This design comes from an exercise in tuning for small area, a short achievable clock period and few clock cycles on the open sky130 flow, not from production work.
Power and IR drop assume default switching activity.

==> flow/design.v <==
module hexsum (
    input  wire        clk,
    input  wire        rst,
    input  wire        cmd_valid,
    output wire        cmd_ready,
    input  wire [39:0] cmd_word,
    input  wire [9:0]  cmd_len,
    input  wire        in_valid,
    output wire        in_ready,
    input  wire [7:0]  in_data,
    output reg         rsp_valid,
    input  wire        rsp_ready,
    output reg  [3:0]  rsp_status,
    output reg  [31:0] rsp_value,
    output reg  [9:0]  rsp_len,
    output reg         out_valid,
    input  wire        out_ready,
    output reg  [7:0]  out_data
);
    localparam [3:0] OP_HEXENC = 4'h1, OP_HEXDEC = 4'h2, OP_BYTENC = 4'h3,
                     OP_BYTDEC = 4'h4, OP_CSCLR  = 4'h5, OP_CSADD  = 4'h6,
                     OP_CSRD   = 4'h7, OP_CSCHK  = 4'h8, OP_RDSTAT = 4'h9;
    localparam [3:0] ST_OK = 4'd0, ST_INVARG = 4'd1, ST_INVREC = 4'd5,
                     ST_CSMISM = 4'd6, ST_OVFL = 4'd8;
    function [7:0] hexchar;
        input [3:0] n;
        hexchar = (n < 4'd10) ? (8'h30 + {4'd0, n}) : (8'h37 + {4'd0, n});
    endfunction
    function is_hex;
        input [7:0] c;
        is_hex = (c >= 8'h30 && c <= 8'h39) || (c >= 8'h41 && c <= 8'h46);
    endfunction
    function [3:0] hexval;
        input [7:0] c;
        hexval = (c <= 8'h39) ? c[3:0] : (c[3:0] + 4'd9);
    endfunction
    function [7:0] inc255;
        input [7:0] x;
        inc255 = (x == 8'd254) ? 8'd0 : x + 8'd1;
    endfunction
    function [7:0] dec255;
        input [7:0] x;
        dec255 = (x == 8'd0) ? 8'd254 : x - 8'd1;
    endfunction
    function [7:0] half255;
        input [7:0] x;
        half255 = {x[0], x[7:1]};
    endfunction
    wire [3:0]  i_op   = cmd_word[39:36];
    wire [3:0]  i_arg  = cmd_word[35:32];
    wire [31:0] i_data = cmd_word[31:0];
    wire i_arg0  = (i_arg == 4'd0);
    wire i_d0    = (i_data == 32'd0);
    wire i_dhi0  = (i_data[31:8] == 24'd0);
    wire i_l0    = (cmd_len == 10'd0);
    wire i_mode  = (i_arg == 4'd1 || i_arg == 4'd2);
    reg i_ovfl;
    always @* begin
        case (i_arg)
            4'd0:    i_ovfl = !i_d0;
            4'd1:    i_ovfl = (i_data[31:4]  != 28'd0);
            4'd2:    i_ovfl = !i_dhi0;
            4'd3:    i_ovfl = (i_data[31:12] != 20'd0);
            4'd4:    i_ovfl = (i_data[31:16] != 16'd0);
            4'd5:    i_ovfl = (i_data[31:20] != 12'd0);
            4'd6:    i_ovfl = (i_data[31:24] != 8'd0);
            4'd7:    i_ovfl = (i_data[31:28] != 4'd0);
            default: i_ovfl = 1'b0;
        endcase
    end
    wire i_ok_enc  = (i_op == OP_HEXENC) && (i_arg <= 4'd8) && i_l0;
    wire i_ok_dec  = (i_op == OP_HEXDEC) && i_arg0 && i_d0 && (cmd_len <= 10'd8);
    wire i_ok_benc = (i_op == OP_BYTENC) && i_arg0 && i_d0 && (cmd_len <= 10'd255);
    wire i_ok_bdec = (i_op == OP_BYTDEC) && i_arg0 && i_d0 && (cmd_len <= 10'd510);
    wire i_ok_clr  = (i_op == OP_CSCLR)  && i_arg0 && i_d0 && i_l0;
    wire i_ok_stat = (i_op == OP_RDSTAT) && i_arg0 && i_d0 && i_l0;
    wire i_ok_add  = (i_op == OP_CSADD)  && i_arg0 && i_dhi0 && i_l0;
    wire i_ok_rd   = (i_op == OP_CSRD)   && i_mode && i_d0 && i_l0;
    wire i_ok_chk  = (i_op == OP_CSCHK)  && i_mode && i_dhi0 && i_l0;
    wire i_ill     = !(i_ok_enc | i_ok_dec | i_ok_benc | i_ok_bdec | i_ok_clr |
                       i_ok_stat | i_ok_add | i_ok_rd | i_ok_chk);
    localparam W = 61;
    wire [W-1:0] cin = {
        i_ill,                               
        i_ok_enc & i_ovfl,                   
        i_ok_enc & !i_ovfl & !i_arg0,        
        i_ok_enc & !i_ovfl,                  
        i_ok_dec,                            
        i_ok_benc,                           
        i_ok_bdec,                           
        i_ok_clr,                            
        i_ok_add,                            
        i_ok_rd,                             
        i_ok_chk,                            
        i_ok_stat,                           
        i_l0,                                
        (cmd_len == 10'd1),                  
        (i_arg == 4'd1),                     
        cmd_len,                             
        i_arg,                               
        i_data                               
    };
    reg  [W-1:0] cq0, cq1;
    reg  [1:0]   cqn;
    reg          cmd_ready_q;
    assign cmd_ready = cmd_ready_q;
    wire         cpush = cmd_valid & cmd_ready_q;
    wire         issue;
    wire         hd_q1 = issue && (cqn == 2'd2);
    wire         hd_in = cpush && ((cqn == 2'd0) || (cqn == 2'd1 && issue));
    wire [W-1:0] hd_nx = hd_q1 ? cq1 : cin;
    always @(posedge clk) begin
        if (rst) begin
            cqn         <= 2'd0;
            cmd_ready_q <= 1'b1;
        end else begin
            cqn         <= cqn + {1'b0, cpush} - {1'b0, issue};
            cmd_ready_q <= !((cqn + {1'b0, cpush} - {1'b0, issue}) == 2'd2);
        end
        if (hd_q1 || hd_in) cq0 <= hd_nx;
        if (cpush && cqn == 2'd1 && !issue) cq1 <= cin;
    end
    reg  [7:0]  iq0, iq1;
    reg  [1:0]  iqn;
    reg         in_ready_q;
    assign in_ready = in_ready_q;
    wire        ipush = in_valid & in_ready_q;
    wire        take;
    always @(posedge clk) begin
        if (rst) begin
            iqn        <= 2'd0;
            in_ready_q <= 1'b1;
        end else begin
            iqn        <= iqn + {1'b0, ipush} - {1'b0, take};
            in_ready_q <= !((iqn + {1'b0, ipush} - {1'b0, take}) == 2'd2);
        end
        if (take) begin
            if (iqn == 2'd2)  iq0 <= iq1;
            else if (ipush)   iq0 <= in_data;
        end else if (ipush && iqn == 2'd0) begin
            iq0 <= in_data;
        end
        if (ipush && iqn == 2'd1 && !take) iq1 <= in_data;
    end
    wire        cv      = (cqn != 2'd0);
    wire        k_ill   = cq0[60];
    wire        k_ovfl  = cq0[59];
    wire        k_hexgo = cq0[58];
    wire        k_encok = cq0[57];
    wire        k_dec   = cq0[56];
    wire        k_benc  = cq0[55];
    wire        k_bdec  = cq0[54];
    wire        k_clr   = cq0[53];
    wire        k_add   = cq0[52];
    wire        k_rd    = cq0[51];
    wire        k_chk   = cq0[50];
    wire        k_stat  = cq0[49];
    wire        z0      = cq0[48];
    wire        m1      = cq0[46];
    wire [9:0]  len     = cq0[45:36];
    wire [3:0]  arg     = cq0[35:32];
    wire [31:0] data    = cq0[31:0];
    reg  [7:0]  acc;
    reg  [3:0]  last;
    reg  [9:0]  rem_c;       
    reg         pd;          
    reg         ol;          
    reg         lo_ph;       
    reg         first;       
    reg  [31:0] dec_val;     
    reg         bad;
    reg  [3:0]  hi_nib;
    reg  [2039:0] ring;
    reg         wst;         
    reg  [7:0]  delta;       
    reg  [7:0]  e_w;         
    reg         wr_ok_q;     
    reg         wpend;       
    reg  [7:0]  w_n;         
    reg         r_act;       
    reg  [7:0]  e_r;         
    reg  [8:0]  rem_r;       
    reg         tap_q;       
    reg         hx_act;      
    reg  [2:0]  hidx;
    reg         lo_pend;     
    reg  [3:0]  lo_nib;
    wire out_room = !out_valid | out_ready;
    wire rsp_room = !rsp_valid | rsp_ready;
    wire src_idle = !r_act & !wpend & !hx_act & !lo_pend;
    wire [7:0] ich   = iq0;
    wire       ivld  = (iqn != 2'd0);
    wire take_ok = k_bdec ? (!wpend && (!lo_ph || wr_ok_q)) :
                   k_benc ? (src_idle && out_room) :
                   k_dec  ? !hx_act : 1'b1;
    assign take  = cv && !pd && ivld && take_ok;
    wire   fin   = cv && (pd || (ol && take));
    assign issue = fin && rsp_room && (!k_hexgo || src_idle);
    wire   wr    = take && k_bdec && lo_ph;
    wire        ich_hex = is_hex(ich);
    wire [3:0]  ich_val = hexval(ich);
    wire        bad_f   = bad | (take && !ich_hex);
    wire [31:0] dec_f   = take ? {first ? 28'd0 : dec_val[27:0], ich_val} : dec_val;
    wire [7:0] cs_sel   = m1 ? (8'd0 - acc) : ~acc;
    wire       mismatch = (cs_sel != data[7:0]);
    wire bdec_ok = !bad_f && !len[0];
    reg [3:0]  x_status;
    always @* begin
        if (k_ill)                          x_status = ST_INVARG;
        else if (k_ovfl)                    x_status = ST_OVFL;
        else if (k_dec && bad_f)            x_status = ST_INVREC;
        else if (k_bdec && !bdec_ok)        x_status = ST_INVREC;
        else if (k_chk && mismatch)         x_status = ST_CSMISM;
        else                                x_status = ST_OK;
    end
    wire [31:0] x_value = (k_dec && !bad_f && !z0) ? dec_f :
                          k_rd   ? {24'd0, cs_sel} :
                          k_stat ? {28'd0, last} : 32'd0;
    wire [9:0]  x_len   = k_encok ? {6'd0, arg} :
                          k_benc  ? {len[8:0], 1'b0} :
                          (k_bdec && bdec_ok) ? {1'b0, len[9:1]} : 10'd0;
    wire commit = issue && k_bdec && bdec_ok && !z0;
    wire [7:0] wdata  = {hi_nib, ich_val};
    wire [7:0] e_w_nx = (wr && !wst) ? 8'd0 : inc255(e_w);
    wire [7:0] delta_nx = wr ? 8'd1 : dec255(delta);
    wire       wst_nx = issue ? 1'b0 : (wst | wr);
    wire       promote = wpend && !r_act && !hx_act && !lo_pend;
    wire       rd      = tap_q && out_room;
    wire [7:0] tap_byte = ring[{e_r[7:4], 7'd0} +: 8];
    wire       r_act_nx = promote ? 1'b1 : (rd && rem_r == 9'd1) ? 1'b0 : r_act;
    wire [7:0] e_r_nx   = promote ? inc255(e_w) : rd ? dec255(e_r) : inc255(e_r);
    wire [8:0] rem_r_nx = promote ? {1'b0, w_n} : rd ? rem_r - 9'd1 : rem_r;
    wire [7:0] e_r_nx1  = inc255(e_r_nx);
    wire       conf_nx  = r_act_nx && ({1'b0, half255(e_r_nx1)} < rem_r_nx);
    wire       benc_take = take && k_benc;
    wire [3:0] nib_sel = hx_act  ? dec_val[{hidx, 2'b00} +: 4] :
                         lo_pend ? lo_nib : ich[7:4];
    wire       out_ld  = out_room && (hx_act || lo_pend || benc_take || rd);
    always @(posedge clk) begin
        ring <= {ring[2031:0], wr ? wdata : ring[2039:2032]};
        e_w   <= e_w_nx;
        delta <= delta_nx;
        e_r   <= e_r_nx;
        rem_r <= rem_r_nx;
        if (hd_q1 || hd_in) begin
            rem_c <= hd_nx[45:36];
            pd    <= hd_nx[48];
            ol    <= hd_nx[47];
            lo_ph <= 1'b0;
            first <= 1'b1;
            bad   <= 1'b0;
        end else if (take) begin
            rem_c <= rem_c - 10'd1;
            pd    <= ol;
            ol    <= (rem_c == 10'd2);
            lo_ph <= !lo_ph;
            first <= 1'b0;
            if (!ich_hex) bad <= 1'b1;
        end
        if (take) begin
            if (k_dec) dec_val <= dec_f;
            if (k_bdec && !lo_ph) hi_nib <= ich_val;
        end
        if (out_ld) out_data <= r_act ? tap_byte : hexchar(nib_sel);
        if (benc_take) lo_nib <= ich[3:0];
        if (hx_act && out_room) hidx <= hidx - 3'd1;
        if (issue) begin
            rsp_status <= x_status;
            rsp_value  <= x_value;
            rsp_len    <= x_len;
            if (k_hexgo) begin
                hidx    <= arg[2:0] - 3'd1;
                dec_val <= data;
            end
            if (commit) w_n <= len[8:1];
        end
        if (rst) begin
            rsp_valid <= 1'b0;
            out_valid <= 1'b0;
            acc       <= 8'd0;
            last      <= ST_OK;
            wst       <= 1'b0;
            wr_ok_q   <= 1'b1;
            wpend     <= 1'b0;
            r_act     <= 1'b0;
            tap_q     <= 1'b0;
            hx_act    <= 1'b0;
            lo_pend   <= 1'b0;
        end else begin
            wst     <= wst_nx;
            wr_ok_q <= (!wst_nx || delta_nx == 8'd0) && !conf_nx;
            r_act   <= r_act_nx;
            tap_q   <= r_act_nx && (e_r_nx[3:0] == 4'd0);
            if (issue) begin
                rsp_valid <= 1'b1;
                if (!(k_stat && x_status == ST_OK)) last <= x_status;
                if (k_clr) acc <= 8'd0;
                if (k_add) acc <= acc + data[7:0];
                if (k_hexgo) hx_act <= 1'b1;
            end else if (rsp_ready) begin
                rsp_valid <= 1'b0;
            end
            if (commit) wpend <= 1'b1;
            else if (promote) wpend <= 1'b0;
            if (hx_act && out_room && hidx == 3'd0) hx_act <= 1'b0;
            if (benc_take) lo_pend <= 1'b1;
            else if (lo_pend && out_room) lo_pend <= 1'b0;
            if (out_ld) out_valid <= 1'b1;
            else if (out_ready) out_valid <= 1'b0;
        end
    end
endmodule
==> flow/config.mk <==
export PLATFORM = sky130hd
export DESIGN_NAME = hexsum
export DESIGN_NICKNAME = hexsum
export VERILOG_FILES = /design/flow/design.v
export SDC_FILE = /design/flow/constraint.sdc
export NUM_CORES = 4
export LEC_CHECK = 0
export CAP_MARGIN = 20
export CORE_MARGIN = 2
export CORE_UTILIZATION = 40
export SETUP_SLACK_MARGIN = 5
export SLEW_MARGIN = 20
==> flow/constraint.sdc <==
create_clock -name core_clock -period 9.0 [get_ports {clk}]
set_input_delay 1.8000 -clock core_clock [delete_from_list [all_inputs] [get_ports {clk}]]
set_output_delay 1.8000 -clock core_clock [all_outputs]
set_load 0.01 [all_outputs]
run.sh (not shown) runs the stock make flow with config.mk's settings and CLKGATE_MAP_FILE= SYNTH_SCRIPT=/design/flow/synth_recipe.tcl, a recipe that flattens the netlist after the stock synthesis.
The starting point passed the timing, design-rule and antenna checks.
Next try:
--- a/flow/design.v
+++ b/flow/design.v
@@ -194,7 +194,7 @@
                    k_benc ? (src_idle && out_room) :
                    k_dec  ? !hx_act : 1'b1;
     assign take  = cv && !pd && ivld && take_ok;
-    wire   fin   = cv && (pd || (ol && take));
+    wire   fin   = cv && (pd || (ol && take && !k_benc));
     assign issue = fin && rsp_room && (!k_hexgo || src_idle);
     wire   wr    = take && k_bdec && lo_ph;
     wire        ich_hex = is_hex(ich);
@@ -227,11 +227,19 @@
     wire       promote = wpend && !r_act && !hx_act && !lo_pend;
     wire       rd      = tap_q && out_room;
     wire [7:0] tap_byte = ring[{e_r[7:4], 7'd0} +: 8];
-    wire       r_act_nx = promote ? 1'b1 : (rd && rem_r == 9'd1) ? 1'b0 : r_act;
-    wire [7:0] e_r_nx   = promote ? inc255(e_w) : rd ? dec255(e_r) : inc255(e_r);
+    wire       r_act_nx = promote | (r_act & !(rd & rem_r == 9'd1));
+    wire [7:0] e_r_a    = inc255(e_r);           
+    wire [7:0] e_r_b    = dec255(e_r);           
+    wire [7:0] e_r_p    = inc255(e_w);           
+    wire [7:0] e_r_nx   = promote ? e_r_p : rd ? e_r_b : e_r_a;
     wire [8:0] rem_r_nx = promote ? {1'b0, w_n} : rd ? rem_r - 9'd1 : rem_r;
-    wire [7:0] e_r_nx1  = inc255(e_r_nx);
-    wire       conf_nx  = r_act_nx && ({1'b0, half255(e_r_nx1)} < rem_r_nx);
+    wire       tap_a    = (e_r_a[3:0] == 4'd0);
+    wire       tap_p    = (e_r_p[3:0] == 4'd0);
+    wire       tap_nx   = promote ? tap_p : (r_act && !rd && tap_a);
+    wire       conf_a   = ({1'b0, half255(inc255(e_r_a))} < rem_r);
+    wire       conf_b   = ({1'b0, half255(e_r)} < rem_r - 9'd1);
+    wire       conf_p   = ({1'b0, half255(inc255(e_r_p))} < {1'b0, w_n});
+    wire       conf_nx  = promote ? conf_p : (r_act && (rd ? conf_b : conf_a));
     wire       benc_take = take && k_benc;
     wire [3:0] nib_sel = hx_act  ? dec_val[{hidx, 2'b00} +: 4] :
                          lo_pend ? lo_nib : ich[7:4];
@@ -290,7 +298,7 @@
             wst     <= wst_nx;
             wr_ok_q <= (!wst_nx || delta_nx == 8'd0) && !conf_nx;
             r_act   <= r_act_nx;
-            tap_q   <= r_act_nx && (e_r_nx[3:0] == 4'd0);
+            tap_q   <= tap_nx;
             if (issue) begin
                 rsp_valid <= 1'b1;
                 if (!(k_stat && x_status == ST_OK)) last <= x_status;
- The changed run completed without violations
- via count rose by 2.6%
- maximum frequency rose by about 6%
- wire length fell by 0.92%
- sequential power barely changes
- core utilization fell by 0.44 points
- setup slack improves by 0.22 ns
- clock skew rose by 0.0082 ns
- die area rose by about 1%
No functional check of the RTL was part of any run of this note.

port drivers added, routing unchanged:
The flow's constraints put no driver on any port. The routed layouts listed below were extracted and timed again, unchanged, in two steps.
Step 1 (the two cells are an assumption about what drives the block):
set clk [get_ports {clk}]
set_driving_cell -lib_cell sky130_fd_sc_hd__clkbuf_16 $clk
set_driving_cell -lib_cell sky130_fd_sc_hd__buf_2 [delete_from_list [all_inputs] $clk]
Step 2 times the ports against the registers' clock, not the clock port: input delays grow and output delays shrink by t, the midpoint of the rising clock arrivals with the driver on.
a / b / c = ideal ports / drivers / drivers and shift; a / b = the first two.
run | t (ns) | setup WS [ns] | worst setup path after step 2 | cell pins on the clock port's net
the first run | 0.851 | 4.997 / 4.994 / 4.143 | input to register | 1
the second run | 0.849 | 5.217 / 5.217 / 4.459 | input to register | 1
After both steps setup and hold are still met in every run listed. The setup slack of the first run, which loses most, moves by -0.003 ns with the drivers and by -0.854 ns with both steps.
